Source: an optimization exercise on an open RTL-to-GDS flow (aim: small area, a short achievable clock period and few clock cycles). Production flows keep margins and buffers that such runs may drop.
The RTL was checked by simulation tests, not by an equivalence proof against the original design.
Power is estimated from default activity; no workload was simulated.

## novahash_core
module novahash_core (
    input  wire        clk,
    input  wire        rst,
    input  wire        cmd_valid,
    input  wire [31:0] cmd_data,
    output reg         resp_valid,
    output reg  [3:0]  resp_code,
    input  wire [5:0]  rd_addr,
    output reg  [31:0] rd_data
);
    localparam [31:0] P1  = 32'h9E3779B1;
    localparam [31:0] P2  = 32'h85EBCA77;
    localparam [31:0] IV0 = 32'h243F6A88;
    localparam [31:0] IV1 = 32'hB7E15162;
    localparam [31:0] IV2 = 32'h9E3779B9;
    localparam [31:0] IV3 = 32'h6A09E667;
    localparam [31:0] T2IV = 32'h68D5F305;    
    localparam [3:0] R_OK      = 4'd0;
    localparam [3:0] R_INVLEN  = 4'd1;
    localparam [3:0] R_EMPTY   = 4'd2;
    localparam [3:0] R_ILLEGAL = 4'd3;
    localparam [3:0] R_SEQ     = 4'd4;
    localparam [3:0] R_OVF     = 4'd5;
    localparam [1:0] PH_IDLE   = 2'd0;
    localparam [1:0] PH_ABSORB = 2'd1;
    localparam [1:0] PH_DONE   = 2'd2;
    localparam [2:0] S_READY = 3'd0;    
    localparam [2:0] S_MAT   = 3'd2;    
    localparam [2:0] S_SLA   = 3'd3;    
    localparam [2:0] S_SLB   = 3'd4;    
    localparam [2:0] S_WDIV  = 3'd5;    
    localparam [2:0] S_SLE   = 3'd6;    
    localparam [2:0] S_SLC   = 3'd7;    
    function [7:0] hexch;
        input [3:0] v;
        hexch = (v < 4'd10) ? {4'h3, v} : (8'h57 + {4'h0, v});
    endfunction
    function [2:0] lz8;         
        input [7:0] x;
        lz8 = x[7] ? 3'd0 : x[6] ? 3'd1 : x[5] ? 3'd2 : x[4] ? 3'd3 :
              x[3] ? 3'd4 : x[2] ? 3'd5 : x[1] ? 3'd6 : 3'd7;
    endfunction
    function [3:0] pop8;
        input [7:0] x;
        pop8 = {3'd0, x[0]} + {3'd0, x[1]} + {3'd0, x[2]} + {3'd0, x[3]} +
               {3'd0, x[4]} + {3'd0, x[5]} + {3'd0, x[6]} + {3'd0, x[7]};
    endfunction
    function [31:0] np1;
        input [3:0] n;
        case (n)
            4'd0: np1 = 32'h00000000;
            4'd1: np1 = 32'h9E3779B1;
            4'd2: np1 = 32'h3C6EF362;
            4'd3: np1 = 32'hDAA66D13;
            4'd4: np1 = 32'h78DDE6C4;
            4'd5: np1 = 32'h17156075;
            4'd6: np1 = 32'hB54CDA26;
            4'd7: np1 = 32'h538453D7;
            4'd8: np1 = 32'hF1BBCD88;
            4'd9: np1 = 32'h8FF34739;
  ...
Size in the first run: ~1500 flip-flops, ~78 I/O pins, roughly 0.096 mm² of cells after synthesis.
==> flow/config.mk <==
export PLATFORM = sky130hd
export DESIGN_NAME = novahash_core
export DESIGN_NICKNAME = novahash_core
export VERILOG_FILES = /design/flow/design.v
export SDC_FILE = /design/flow/constraint.sdc
export NUM_CORES = 8
export LEC_CHECK = 0
export ABC_AREA = 1
export CAP_MARGIN = 20
export CORE_MARGIN = 2
export CORE_UTILIZATION = 30
export CTS_CLUSTER_DIAMETER = 80
export CTS_CLUSTER_SIZE = 24
export GPL_ROUTABILITY_DRIVEN = 1
export SETUP_SLACK_MARGIN = 4.7
export SLEW_MARGIN = 20
==> flow/constraint.sdc <==
create_clock -name core_clock -period 12.0 [get_ports {clk}]
set_input_delay 2.4000 -clock core_clock [delete_from_list [all_inputs] [get_ports {clk}]]
set_output_delay 2.4000 -clock core_clock [all_outputs]
set_load 0.01 [all_outputs]
standard.sh (not shown) runs the stock make flow with config.mk's settings and CLKGATE_MAP_FILE= SYNTH_SCRIPT=/design/flow/synth_recipe.tcl, a recipe that flattens the netlist after the stock synthesis.
==> flow/flow/run.sh <==
#!/bin/bash
# Layout flow: the standard flow (standard.sh, unchanged synthesis), except
# that the port buffers are inserted as sky130_fd_sc_hd__buf_4 cells instead of
# the default choice (a delay cell), which the footprint-preserving repair
# cannot always resize. Each step's output goes to its own log file here.
set -euo pipefail
export BUFFER_PORTS_ARGS="-buffer_cell sky130_fd_sc_hd__buf_4"
bash standard.sh synth > synth.log 2>&1
bash standard.sh finish > layout.log 2>&1
The baseline produced a clean layout.
Testbench counts at the start, summed over its fixed seeds: cycles 5,932.
==> next run, changes <==
==> flow/run.sh (new file) <==
#!/bin/bash
# synth_recipe.tcl (not shown) runs the flow's synth.tcl, then flattens the netlist and writes it again
# the make line also repeats each setting of config.mk as NAME=value (left out here)
make -C /OpenROAD-flow-scripts/flow DESIGN_CONFIG=/design/flow/config.mk WORK_HOME=/design/flow/orfs CLKGATE_MAP_FILE= SYNTH_SCRIPT=/design/flow/synth_recipe.tcl finish
removed: flow/flow/run.sh
removed: flow/standard.sh
Effect: Via count is higher by 0.43%; clock-buffer cell count is lower by 10; power is higher by 1.5%.

[static timing again, ports no longer ideal]
No port has a modelled driver above. Below, the same layouts with a new extraction and two added sets of constraints.
Step 1 sets driving cells, clkbuf_16 on the clock port and buf_2 on the other inputs (assumed; they add their load-dependent delay and slew).
Step 2 moves the port delays by t, midway between the first and last clock arrival at a register: inputs arrive t later, outputs are due t later. That takes back most of the time a late clock gives input paths.
a / b / c = ideal ports / drivers / drivers and shift; a / b = the first two.
run	shift t [ns]	setup WS [ns]	hold WS [ns]	worst slew at a driven data input, ns
the first run	0.853	4.512 / 4.474 / 3.996	0.492 / 0.492 / 0.492	0.15
the second run	0.868	4.520 / 4.479 / 3.973	0.494 / 0.494 / 0.494	0.12
After both steps every run listed still meets setup and hold. The setup slack of the second run, which loses most, moves by -0.041 ns with the drivers and by -0.547 ns with both steps.
